Source: an optimization exercise on an open RTL-to-GDS flow (aim: small area and a short achievable clock period). Production flows keep margins and buffers that such runs may drop.
Function was checked by simulation only, so behaviour that the tests miss may differ from the original.
Power figures rest on the tool's default switching activity, not on a simulated workload.

==> job 7685 <==
==> flow/design.v <==
module sbus_tracker #(
    parameter integer N        = 10,
    parameter integer ACTIVE   = 1811,
    parameter integer RELEASED = 174,
    parameter integer SUM_W    = 15,
    parameter integer WP_W     = 4
) (
    input  wire             clk,
    input  wire             rst,
    input  wire             add,       
    input  wire [10:0]      sample,
    output reg  [SUM_W-1:0] sum_o,
    output reg              maj_o
);
    localparam integer MAJ_THRESH = (N / 2) * ACTIVE + ((N + 1) / 2) * RELEASED;
    reg [11*N-1:0] win;    
    reg [WP_W-1:0] fill;   
    wire        full  = (fill == N);
    wire [10:0] leave = full ? win[11*(N-1) +: 11] : RELEASED[10:0];
    wire [SUM_W-1:0] rest = sum_o - {{(SUM_W-11){1'b0}}, leave};
    wire [SUM_W-1:0] nsum = rest + {{(SUM_W-11){1'b0}}, sample};
    always @(posedge clk) begin
        if (add)
            win <= {win[11*(N-1)-1:0], sample};
    end
    always @(posedge clk) begin
        if (rst) begin
            fill  <= {WP_W{1'b0}};
            sum_o <= N * RELEASED;
            maj_o <= (N * RELEASED > MAJ_THRESH);
        end else if (add) begin
            if (!full)
                fill <= fill + 1'b1;
            sum_o <= nsum;
            maj_o <= (nsum > MAJ_THRESH);
        end
    end
endmodule
module sbus_tri_cls #(
    parameter integer K              = 4,
    parameter integer CNT_W          = 2,
    parameter integer UP_ENTER_RAW   = 1356,
    parameter integer DOWN_ENTER_RAW = 542,
    parameter integer UP_EXIT_RAW    = 1113,
    parameter integer DOWN_EXIT_RAW  = 870
) (
    input  wire        clk,
    input  wire        rst,
    input  wire        step,      
    input  wire [10:0] raw,
    output reg  [1:0]  mode_o
);
    localparam [1:0] DOWN = 2'd0, MID = 2'd1, UP = 2'd2;
    reg [CNT_W-1:0] cnt;
    reg             pup;
    wire up_cand    = (raw >= UP_ENTER_RAW);
    wire down_cand  = (raw <= DOWN_ENTER_RAW);
    wire up_leave   = (raw <= UP_EXIT_RAW);
    wire down_leave = (raw >= DOWN_EXIT_RAW);
    wire in_mid = mode_o[0];
    wire in_up  = mode_o[1];
    wire cand   = up_cand | down_cand;            
    wire same   = (cnt != 0) && (pup == up_cand);
    wire leave  = in_up ? up_leave : down_leave;
    always @(posedge clk) begin
        if (rst) begin
            mode_o <= MID;
            cnt    <= {CNT_W{1'b0}};
            pup    <= 1'b0;
        end else if (step) begin
            if (in_mid) begin
                if (!cand) begin
                    cnt <= {CNT_W{1'b0}};
                end else if (same) begin
                    if (cnt == K - 1) begin
                        mode_o <= up_cand ? UP : DOWN;
                        cnt    <= {CNT_W{1'b0}};
                    end else begin
                        cnt <= cnt + 1'b1;
                    end
                end else begin
                    cnt <= 1;
                    pup <= up_cand;
                end
            end else begin
                if (leave) begin
                    if (cnt == K - 1) begin
                        mode_o <= MID;
                        cnt    <= {CNT_W{1'b0}};
                    end else begin
                        cnt <= cnt + 1'b1;
                    end
                end else begin
                    cnt <= {CNT_W{1'b0}};
                end
            end
        end
    end
endmodule
module sbus_bin_cls #(
    parameter integer K         = 4,
    parameter integer CNT_W     = 2,
    parameter integer ENTER_RAW = 1154,
    parameter integer EXIT_RAW  = 828
) (
    input  wire        clk,
    input  wire        rst,
    input  wire        step,      
    input  wire [10:0] raw,
    output reg         mode_o
);
    reg [CNT_W-1:0] cnt;
    wire hit = mode_o ? (raw <= EXIT_RAW) : (raw >= ENTER_RAW);
    always @(posedge clk) begin
        if (rst) begin
            mode_o <= 1'b0;
            cnt    <= {CNT_W{1'b0}};
        end else if (step) begin
            if (hit) begin
                if (cnt == K - 1) begin
                    mode_o <= ~mode_o;
                    cnt    <= {CNT_W{1'b0}};
                end else begin
                    cnt <= cnt + 1'b1;
                end
            end else begin
                cnt <= {CNT_W{1'b0}};
            end
        end
    end
endmodule
module sbus_fsv (
    input  wire         clk,
    input  wire         rst,
    input  wire         cmd_valid,
    input  wire [31:0]  cmd,
    input  wire [175:0] enc_ch,
    input  wire         enc_d17,
    input  wire         enc_d18,
    input  wire [1:0]   enc_st,
    output wire [199:0] frame_o,
    output wire         frame_ready_o,
    output wire [175:0] cs_ch_o,
    output wire         cs_d17_o,
    output wire         cs_d18_o,
    output wire [1:0]   cs_status_o,
    output wire [199:0] tx_frame_o,
    output wire [239:0] trk_sum_o,
    output wire [15:0]  trk_maj_o,
    output wire [3:0]   tri_mode_o,
    output wire [3:0]   bin_mode_o,
    output wire [15:0]  status_o,
    output wire [15:0]  desync_count_o,
    output wire [6:0]   evt_o
);
    localparam integer NT = 16;
    localparam integer NS = 2;
    localparam integer NB = 4;
    localparam integer K  = 4;
    localparam integer CNT_W = 2;
    localparam integer N  = 10;
    localparam integer SUM_W = 15;
    localparam [3:0] OP_NOP    = 4'h0,
                     OP_PUSH   = 4'h1,
                     OP_GAP    = 4'h2,
                     OP_DECODE = 4'h3,
                     OP_ENCODE = 4'h4,
                     OP_TADD   = 4'h5,
                     OP_TRI    = 4'h6,
                     OP_BIN    = 4'h7;
    localparam [1:0] CAUSE_NONE = 2'd0, CAUSE_BAD_END = 2'd1,
                     CAUSE_OVERRUN = 2'd2, CAUSE_GAP = 2'd3;
    wire [3:0]  op   = cmd[3:0];
    wire [3:0]  unit = cmd[7:4];
    wire [10:0] val  = cmd[18:8];
    wire [7:0]  byt  = cmd[15:8];
    wire is_push   = cmd_valid && (op == OP_PUSH);
    wire is_gap    = cmd_valid && (op == OP_GAP);
    wire is_decode = cmd_valid && (op == OP_DECODE);
    wire is_encode = cmd_valid && (op == OP_ENCODE);
    wire is_tadd   = cmd_valid && (op == OP_TADD);
    wire is_tri    = cmd_valid && (op == OP_TRI)  && (unit < NS);
    wire is_bin    = cmd_valid && (op == OP_BIN)  && (unit < NB);
    wire is_bad    = cmd_valid && (op[3] ||
                                   ((op == OP_TRI)  && !(unit < NS)) ||
                                   ((op == OP_BIN)  && !(unit < NB)));
    reg [4:0]   asm_cnt;
    reg         sync;            
    reg [183:0] stage;           
    reg [183:0] frame;           
    reg         frame_v;         
    reg         frame_ready;
    reg [15:0]  desync_count;
    reg [1:0]   last_cause;
    reg         bad_cmd;
    reg [175:0] cs_ch;
    reg         cs_d17, cs_d18;
    reg [1:0]   cs_status;
    reg [175:0] tx_ch;
    reg [3:0]   tx_flags;
    reg         tx_v;
    reg [6:0]   evt;
    wire at_last     = (asm_cnt == 5'd24);
    wire byte_zero   = (byt == 8'h00);
    wire last_byte   = is_push && at_last;
    wire end_bad     = last_byte && !byte_zero;
    wire end_overrun = last_byte && byte_zero && frame_ready;
    wire commit      = last_byte && byte_zero && !frame_ready;
    wire gap_desync  = is_gap && sync;
    wire       desync       = end_bad || end_overrun || gap_desync;
    wire [1:0] desync_cause = end_bad ? CAUSE_BAD_END :
                              end_overrun ? CAUSE_OVERRUN : CAUSE_GAP;
    wire consume = is_decode && frame_ready;
    wire start   = !sync && (byt == 8'h0F);
    wire advance = sync && !at_last;
    wire [175:0] payload = frame[175:0];      
    wire [7:0]   flags   = frame[183:176];    
    wire [1:0]   dec_status = flags[3] ? 2'd2 : flags[2] ? 2'd1 : 2'd0;
    wire enc_lost = (enc_st != 2'd0);
    wire enc_fs   = enc_st[1];
    integer i;
    always @(posedge clk) begin
        for (i = 1; i < 24; i = i + 1)
            if (asm_cnt == i)
                stage[8*(i-1) +: 8] <= byt;
    end
    always @(posedge clk) begin
        if (rst) begin
            asm_cnt      <= 5'd0;
            sync         <= 1'b0;
            frame        <= 184'd0;
            frame_v      <= 1'b0;
            frame_ready  <= 1'b0;
            desync_count <= 16'd0;
            last_cause   <= CAUSE_NONE;
            bad_cmd      <= 1'b0;
            cs_ch        <= 176'd0;
            cs_d17       <= 1'b0;
            cs_d18       <= 1'b0;
            cs_status    <= 2'd2;
            tx_ch        <= 176'd0;
            tx_flags     <= 4'd0;
            tx_v         <= 1'b0;
            evt          <= 7'd0;
        end else begin
            if ((is_push && (start || advance)) || (is_push && at_last) || gap_desync) begin
                if (is_push && start) begin
                    asm_cnt <= 5'd1;
                    sync    <= 1'b1;
                end else if (is_push && advance) begin
                    asm_cnt <= asm_cnt + 5'd1;
                end else begin
                    asm_cnt <= 5'd0;
                    sync    <= 1'b0;
                end
            end
            if (commit) begin
                frame       <= stage;
                frame_v     <= 1'b1;
                frame_ready <= 1'b1;
            end
            if (desync) begin
                if (desync_count != 16'hFFFF)
                    desync_count <= desync_count + 16'd1;
                last_cause <= desync_cause;
            end
            if (consume) begin
                cs_ch       <= payload;
                cs_d17      <= flags[0];
                cs_d18      <= flags[1];
                cs_status   <= dec_status;
                frame_ready <= 1'b0;
            end
            if (is_encode) begin
                tx_ch    <= enc_ch;
                tx_flags <= {enc_fs, enc_lost, enc_d18, enc_d17};
                tx_v     <= 1'b1;
            end
            if (is_bad)
                bad_cmd <= 1'b1;
            evt <= {is_bad, is_encode, consume,
                    desync ? desync_cause : 2'd0, desync, commit};
        end
    end
    genvar g;
    generate
        for (g = 0; g < NT; g = g + 1) begin : g_trk
            sbus_tracker #(
                .N(N), .ACTIVE(1811), .RELEASED(174), .SUM_W(SUM_W), .WP_W(4)
            ) u_trk (
                .clk(clk), .rst(rst),
                .add(is_tadd && (unit == g)),
                .sample(val),
                .sum_o(trk_sum_o[SUM_W*g +: SUM_W]),
                .maj_o(trk_maj_o[g])
            );
        end
        for (g = 0; g < NS; g = g + 1) begin : g_tri
            sbus_tri_cls #(.K(K), .CNT_W(CNT_W)) u_tri (
                .clk(clk), .rst(rst),
                .step(is_tri && (unit == g)),
                .raw(val),
                .mode_o(tri_mode_o[2*g +: 2])
            );
        end
        for (g = 0; g < NB; g = g + 1) begin : g_bin
            sbus_bin_cls #(.K(K), .CNT_W(CNT_W)) u_bin (
                .clk(clk), .rst(rst),
                .step(is_bin && (unit == g)),
                .raw(val),
                .mode_o(bin_mode_o[g])
            );
        end
    endgenerate
    assign frame_o        = {8'h00, frame, 4'h0, {4{frame_v}}};
    assign frame_ready_o  = frame_ready;
    assign cs_ch_o        = cs_ch;
    assign cs_d17_o       = cs_d17;
    assign cs_d18_o       = cs_d18;
    assign cs_status_o    = cs_status;
    assign tx_frame_o     = {8'h00, 4'h0, tx_flags, tx_ch, 4'h0, {4{tx_v}}};
    assign desync_count_o = desync_count;
    assign evt_o          = evt;
    assign status_o       = {4'b0000, bad_cmd, asm_cnt, cs_status, last_cause,
                             sync, frame_ready};
endmodule
==> flow/run.sh <==
#!/bin/bash
# synth_recipe.tcl (not shown) runs the flow's synth.tcl, then flattens the netlist and writes it again
# the make line also repeats each setting of config.mk as NAME=value (left out here)
make -C /OpenROAD-flow-scripts/flow DESIGN_CONFIG=/design/flow/config.mk WORK_HOME=/design/flow/orfs CLKGATE_MAP_FILE= SYNTH_SCRIPT=/design/flow/synth_recipe.tcl finish
==> flow/config.mk <==
export PLATFORM = sky130hd
export DESIGN_NAME = sbus_fsv
export DESIGN_NICKNAME = sbus_fsv
export VERILOG_FILES = /design/flow/design.v
export SDC_FILE = /design/flow/constraint.sdc
export NUM_CORES = 4
export LEC_CHECK = 0
export CAP_MARGIN = 20
export CORE_AREA = 2 2 448 448
export DIE_AREA = 0 0 450 450
export SLEW_MARGIN = 20
==> flow/constraint.sdc <==
create_clock -name core_clock -period 12.0 [get_ports {clk}]
set_input_delay 2.4000 -clock core_clock [delete_from_list [all_inputs] [get_ports {clk}]]
set_output_delay 2.4000 -clock core_clock [all_outputs]
set_load 0.01 [all_outputs]
==> job 2761: changes against job 7685 <==
--- a/flow/design.v
+++ b/flow/design.v
@@ -14,25 +14,26 @@
 );
     localparam integer MAJ_THRESH = (N / 2) * ACTIVE + ((N + 1) / 2) * RELEASED;
     reg [11*N-1:0] win;    
-    reg [WP_W-1:0] fill;   
-    wire        full  = (fill == N);
-    wire [10:0] leave = full ? win[11*(N-1) +: 11] : RELEASED[10:0];
-    wire [SUM_W-1:0] rest = sum_o - {{(SUM_W-11){1'b0}}, leave};
-    wire [SUM_W-1:0] nsum = rest + {{(SUM_W-11){1'b0}}, sample};
-    always @(posedge clk) begin
-        if (add)
-            win <= {win[11*(N-1)-1:0], sample};
-    end
+    wire [10:0]      leave = win[11*(N-1) +: 11];
+    wire [SUM_W-1:0] rest  = sum_o - {{(SUM_W-11){1'b0}}, leave};
+    wire [SUM_W-1:0] nsum  = rest + {{(SUM_W-11){1'b0}}, sample};
+    localparam integer LO = MAJ_THRESH - 2046;
+    wire        below = (rest < LO);
+    wire        above = (rest > MAJ_THRESH);
+    wire [10:0] r     = rest[10:0] - LO[10:0];
+    wire [11:0] rc    = {1'b0, r} + {1'b0, sample} + 12'd1;
+    wire        nmaj  = above | (~below & rc[11]);
+    integer j;
     always @(posedge clk) begin
         if (rst) begin
-            fill  <= {WP_W{1'b0}};
+            for (j = 0; j < N; j = j + 1)
+                win[11*j +: 11] <= RELEASED[10:0];
             sum_o <= N * RELEASED;
             maj_o <= (N * RELEASED > MAJ_THRESH);
         end else if (add) begin
-            if (!full)
-                fill <= fill + 1'b1;
+            win   <= {win[11*(N-1)-1:0], sample};
             sum_o <= nsum;
-            maj_o <= (nsum > MAJ_THRESH);
+            maj_o <= nmaj;
         end
     end
 endmodule
==> flow/flow/run.sh (new file) <==
#!/bin/bash
set -euo pipefail
bash standard.sh SETUP_SLACK_MARGIN=7.8 TNS_END_PERCENT=100 \
  "BUFFER_PORTS_ARGS=-buffer_cell sky130_fd_sc_hd__buf_1" finish > standard.log 2>&1
==> flow/standard.sh (new file) <==
#!/bin/bash
# synth_recipe.tcl (not shown) runs the flow's synth.tcl, then flattens the netlist and writes it again
# the make line also repeats each setting of config.mk as NAME=value (left out here)
make -C /OpenROAD-flow-scripts/flow DESIGN_CONFIG=/design/flow/config.mk WORK_HOME=/design/flow/orfs CLKGATE_MAP_FILE= SYNTH_SCRIPT=/design/flow/synth_recipe.tcl "${@:-finish}"
CAP_MARGIN = 40   (was 20)
CTS_BUF_LIST = sky130_fd_sc_hd__clkbuf_8   (was not set)
CTS_CLUSTER_DIAMETER = 45   (was not set)
CTS_CLUSTER_SIZE = 14   (was not set)
SLEW_MARGIN = 40   (was 20)
removed: flow/run.sh
==> impl_results.md <==
- Crit-path max cell delay: 0.47 ns
- Max Freq: 231 MHz
- Internal Pwr Total: 13.1 mW
- Global-route usage over all layers: 37.7%
- CP required: between 10 and 15 ns
- Yosys cell types: 92
- Status: complete, no violations
- Synth Register Bits: 2801
- Largest net degree at the start of global routing: 207
- Finished Layout Cells: 18700
- Total design power: approximately 17 mW
- Cell Count Post-Placement: 18000
- Top cells by count, synth: nand2_1, dfxtp_1, a21oi_1
- Synth Area in Simple Gates: 23.5%
- Vias in the first global route: ~100k
- Comb pwr share: about 5.1%
- Clock power frac: 40.7%
- Area leader, netlist: dfxtp_1
- Flop pwr share: 54.2%
Source of the figures above: job 2761

==> impl_results.md <==
- Clock power frac: 44.2%
- Largest net degree at the start of global routing: 219
- Area leader, netlist: edfxtp_1
- Status: complete, no violations
- Crit-path max cell delay: around 0.90 ns
- Finished Layout Cells: 12400
- Synth Area in Simple Gates: 10.0%
- Global-route usage over all layers: between 20 and 30%
- Top cells by count, synth: edfxtp_1, nand2_1, dfxtp_1
- Yosys cell types: 84
Source of the figures above: job 7685

-- re-timing with driven ports --
No port has a modelled driver above. Below, the same layouts with a new extraction and two added sets of constraints. Step 1 (the two cells are an assumption about what drives the block):
set clk [get_ports {clk}]
set_driving_cell -lib_cell sky130_fd_sc_hd__clkbuf_16 $clk
set_driving_cell -lib_cell sky130_fd_sc_hd__buf_2 [delete_from_list [all_inputs] $clk]
Step 2 moves the port delays by t, midway between the first and last clock arrival at a register: inputs arrive t later, outputs are due t later. That takes back most of the time a late clock gives input paths. a / b / c = ideal ports / drivers / drivers and shift; a / b = the first two.
run | t, ns | setup WS [ns] | worst register clock-pin slew, ns
job 7685 | 0.968 | 5.710 / 5.669 / 4.701 | 0.07 / 0.07
job 2761 | 1.155 | 7.667 / 7.455 / 6.301 | 0.09 / 0.09
After both steps every run listed still meets setup and hold. The setup slack of job 2761, which loses most, moves by -0.212 ns with the drivers and by -1.366 ns with both steps.
